Background: an optimization exercise with open tools, aiming at small area, a short achievable clock period and few clock cycles. Do not read the settings as production practice. In this exercise RTL edits were held to simulation tests only and were not proved equivalent to the original. Power is estimated from default activity; no workload was simulated.

// eadogm_core
module eadogm_core (
    input  wire        clk,
    input  wire        rst,
    input  wire        cmd_valid,
    output wire        cmd_ready,
    input  wire [63:0] cmd_word,
    output wire [2:0]  err,
    output wire [3:0]  cur_page,
    output wire [6:0]  cur_col,
    output wire [7:0]  ret,
    output reg         mem_en,
    output reg         mem_we,
    output reg  [9:0]  mem_addr,
    output reg  [7:0]  mem_wdata,
    input  wire [7:0]  mem_rdata
);
clock: 12.0 ns
lec_check: 0
cap_margin: 60
core_margin: 2
core_utilization: 40
place_density: 0.6
slew_margin: 60
run.sh (not shown) runs the stock make flow with config.mk's settings and CLKGATE_MAP_FILE= SYNTH_SCRIPT=/design/flow/synth_recipe.tcl, a recipe that flattens the netlist after the stock synthesis.
Testbench counts at the start, summed over its fixed seeds: cycles 249,822.
==> next run, changes <==
--- a/flow/design.v
+++ b/flow/design.v
@@ -505,23 +505,27 @@
     wire [6:0] sdy  = setup_steep ? adx : ady;
     wire [6:0] sdxy = setup_steep ? dyx : dxy[6:0];    
     wire       seg_same   = (ux1 == ux2) && (uy1 == uy2);
     wire       setup_vert = (ux1 == ux2) && (uy1 != uy2);
     wire       s_skipf = is_arc & prev_ok & !setup_swap;
     wire       s_skipl = is_arc & prev_ok & setup_swap;
     wire [6:0] sdx    = setup_steep ? ady : adx;
     wire signed [8:0] s_e0 = {3'b000, sdx[6:1]};
     wire signed [8:0] e1   = s_e0 - $signed({2'b00, sdy});
     wire signed [8:0] e1p  = s_e0 + $signed({2'b00, sdxy});
-    wire       e1_neg = e1[8];
+    wire       e1n_neg = (ady > {1'b0, adx[6:1]});
+    wire       e1s_neg = (adx > {1'b0, ady[6:1]});
+    wire       e1_neg  = setup_steep ? e1s_neg : e1n_neg;
     wire signed [8:0] s_e1 = e1_neg ? e1p : e1;
-    wire [6:0] s_wy1  = e1_neg ? (s_yneg ? dec7(sb1) : inc7(sb1)) : sb1;
+    wire [6:0] wyn1   = e1n_neg ? (s_yneg ? dec7(sbn) : inc7(sbn)) : sbn;
+    wire [6:0] wys1   = e1s_neg ? (s_yneg ? dec7(sbs) : inc7(sbs)) : sbs;
+    wire [6:0] s_wy1  = setup_steep ? wys1 : wyn1;
     wire [6:0] s_wx1  = inc7(sa1);
     wire [6:0] s_wxe1 = dec7(sa2);
     wire seg_avail = is_arc ? p2_valid : seg_pend;
     reg  [7:0] nx;                  
     reg  [6:0] ny;
     reg        p3_valid;
     reg  [7:0] qx;                  
     reg  [6:0] qy;
     reg        p4_valid;
     reg [7:0] rx1, ry1, rx2, ry2;
What happened:
- The new run finished with timing, DRC and antenna clean
- die area came out higher by 1.6%
- global-route usage barely changes
- power goes up by 3.7%
- cell count climbs by 2.5%
- first-iteration DRC count rose by 18%
- hold slack is about the same
- combinational power increases by about 4%
- clock-buffer cell count is higher by 9
- flip-flop and latch count does not change
- cell area came out higher by 1.9%
- clock skew climbs by 27 ps
Testbench counts after the change, summed over its fixed seeds: cycles 249,822.

========
Another version of the RTL of eadogm_core (not shown whole).
Size: roughly 4900 cells after synthesis, ~41000 um2 of cells after synthesis.
make LEC_CHECK=0 CAP_MARGIN=60 CORE_MARGIN=2 CORE_UTILIZATION=40 PLACE_DENSITY=0.6 SLEW_MARGIN=60 finish   # period 12.0 ns
Testbench counts at the start, summed over its fixed seeds: cycles 251,059.
==> next run, changes <==
--- a/flow/design.v
+++ b/flow/design.v
@@ -432,31 +432,32 @@
     wire op_line   = (w_op == 8'h05);
     wire op_rect   = (w_op == 8'h06);
     wire op_arc    = (w_op == 8'h07);
     wire op_putc   = (w_op == 8'h08);
     wire op_setpg  = (w_op == 8'h09);
     wire op_setcol = (w_op == 8'h0A);
     wire op_putcat = (w_op == 8'h0B);
     wire op_draw   = op_pix | op_point | op_hline | op_vline | op_line | op_rect | op_arc;
     wire [3:0] op4 = w_op[3:0];
-    reg [7:0] w_t, w_m;
+    wire [6:2] byte_set = {b6 == MODE_SET, b5 == MODE_SET, b4 == MODE_SET, b3 == MODE_SET, b2 == MODE_SET};
+    wire [6:2] byte_clr = {b6 == MODE_CLEAR, b5 == MODE_CLEAR, b4 == MODE_CLEAR, b3 == MODE_CLEAR, b2 == MODE_CLEAR};
+    wire [5:2] byte_tbad = {b5[7:1] != 7'd0, b4[7:1] != 7'd0, b3[7:1] != 7'd0, b2[7:1] != 7'd0};
+    reg  w_tbad, w_thick, w_mset, w_mclr;
     always @(*) begin
         case (op4)
-            4'h2:        begin w_t = b2;   w_m = b3; end
-            4'h3, 4'h4:  begin w_t = b3;   w_m = b4; end
-            4'h5, 4'h6:  begin w_t = b4;   w_m = b5; end
-            4'h7:        begin w_t = b5;   w_m = b6; end
-            default:     begin w_t = 8'd0; w_m = b2; end
+            4'h2:       begin w_tbad = byte_tbad[2]; w_thick = b2[0]; w_mset = byte_set[3]; w_mclr = byte_clr[3]; end
+            4'h3, 4'h4: begin w_tbad = byte_tbad[3]; w_thick = b3[0]; w_mset = byte_set[4]; w_mclr = byte_clr[4]; end
+            4'h5, 4'h6: begin w_tbad = byte_tbad[4]; w_thick = b4[0]; w_mset = byte_set[5]; w_mclr = byte_clr[5]; end
+            4'h7:       begin w_tbad = byte_tbad[5]; w_thick = b5[0]; w_mset = byte_set[6]; w_mclr = byte_clr[6]; end
+            default:    begin w_tbad = 1'b0;         w_thick = 1'b0;  w_mset = byte_set[2]; w_mclr = byte_clr[2]; end
         endcase
     end
-    wire w_tbad = (w_t[7:1] != 7'd0);
-    wire w_mset = (w_m == MODE_SET);
-    wire w_mbad = !w_mset && (w_m != MODE_CLEAR);
+    wire w_mbad = !w_mset && !w_mclr;
     reg [7:0] w_x1, w_y1, w_x2, w_y2;
     always @(*) begin
         case (op4)
             4'h3:    begin w_x1 = b0; w_y1 = b2; w_x2 = b1; w_y2 = b2; end    
             4'h4:    begin w_x1 = b0; w_y1 = b1; w_x2 = b0; w_y2 = b2; end    
             4'h5:    begin w_x1 = b0; w_y1 = b1; w_x2 = b2; w_y2 = b3; end    
             4'h6:    begin w_x1 = b0; w_y1 = b1; w_x2 = b2; w_y2 = b1; end    
             default: begin w_x1 = b1; w_y1 = b0; w_x2 = b1; w_y2 = b0; end    
         endcase
@@ -920,20 +921,20 @@
                         d_putc   <= op_putc;
                         d_setpg  <= op_setpg;
                         d_setcol <= op_setcol;
                         d_putcat <= op_putcat;
                         d_draw   <= op_draw;
                         tbad_q   <= w_tbad;
                         mbad_q   <= w_mbad;
                         is_rect  <= op_rect;
                         is_arc   <= op_arc;
-                        thick    <= w_t[0];
-                        mset     <= w_mset | !op_draw;
+                        thick    <= w_thick;
+                        mset     <= w_mset;       
                         side     <= 2'd0;
                         prev_ok  <= 1'b0;
                         seg_pend <= 1'b1;
                         dw       <= w_dw;
                         sx1 <= w_x1; sy1 <= {w_y1[7:6] != 2'd0, w_y1[5:0]};
                         sx2 <= w_x2; sy2 <= {w_y2[7:6] != 2'd0, w_y2[5:0]};
                         state_n = S_DEC;
                     end
                 end
@@ -944,18 +945,19 @@
                     arem   <= 10'd0;
                     adv_ok <= 1'b0;
                     wdxy   <= d_putc ? a0[6:0] : a2[6:0];
                     wdy    <= 7'd0;
                     wfirst <= 1'b0;
                     wxe    <= {4'd0, d_putc ? 3'd0 : a0[2:0]};
                     wy     <= {4'd0, !d_putc ? a0[5:3] : is_lf ? norm_page[2:0] : glyph_page[2:0]};
                     wx     <= !d_putc ? a1[6:0] : is_lf ? col_q : glyph_col;
                     err_q  <= dec_err;
+                    if (!d_draw) mset <= 1'b1;   
                     sp     <= 3'd0;
                     if (d_putc)                 ret_q  <= a0;
                     if (putc_glyph | setpg_ok)  page_q <= d_putc ? glyph_page : a0[3:0];
                     if (putc_glyph | setcol_ok) col_q  <= d_putc ? gcol6_s[6:0] : a0[6:0];
                     if (draw_ok)                     state_n = d_arc ? S_MUL1 : S_SEG;
                     else if (d_putc && is_lf)        state_n = S_LF;
                     else if (putc_glyph | putcat_ok) state_n = S_TEXT;
                     else                             state_n = S_IDLE;
                 end
Outcome: The new run completed without violations. Sequential power increases by about 2%. Power increases by 4.3%. Utilization increases by 0.12 points. Die area increases by 0.67%. Non-clock buffer count decreases by 3.
Testbench counts after the change, summed over its fixed seeds: cycles 251,059.

-- static timing again, ports no longer ideal --
The results above use ideal ports. As a check the final layouts listed here were re-extracted and re-timed, cells and wires unchanged.
Step 1, drivers: a clkbuf_16 drives clk and a buf_2 each remaining input, both assumed.
Step 2 times the ports against the registers' clock, not the clock port: input delays grow and output delays shrink by t, the midpoint of the rising clock arrivals with the driver on.
Three values: ideal ports, drivers, drivers and shift; two values: the first two.
run	t, ns	slack for setup (ns)	slew at the worst register clock pin (ns)	worst data-port slew with drivers (ns)	cell pins on the clock port's net
the first run of note 1	0.702	6.680 / 6.680 / 6.468	0.07 / 0.07	0.05	1
the second run of note 1	0.705	7.101 / 7.101 / 6.621	0.07 / 0.07	0.05	1
the first run of note 2	0.698	7.156 / 7.156 / 6.669	0.07 / 0.07	0.05	1
the second run of note 2	0.698	7.002 / 7.053 / 6.355	0.08 / 0.08	0.06	1
After both steps every run listed still meets setup and hold. For the second run of note 2, which loses most, drivers alone change the setup slack by +0.051 ns; drivers and shift together by -0.647 ns.
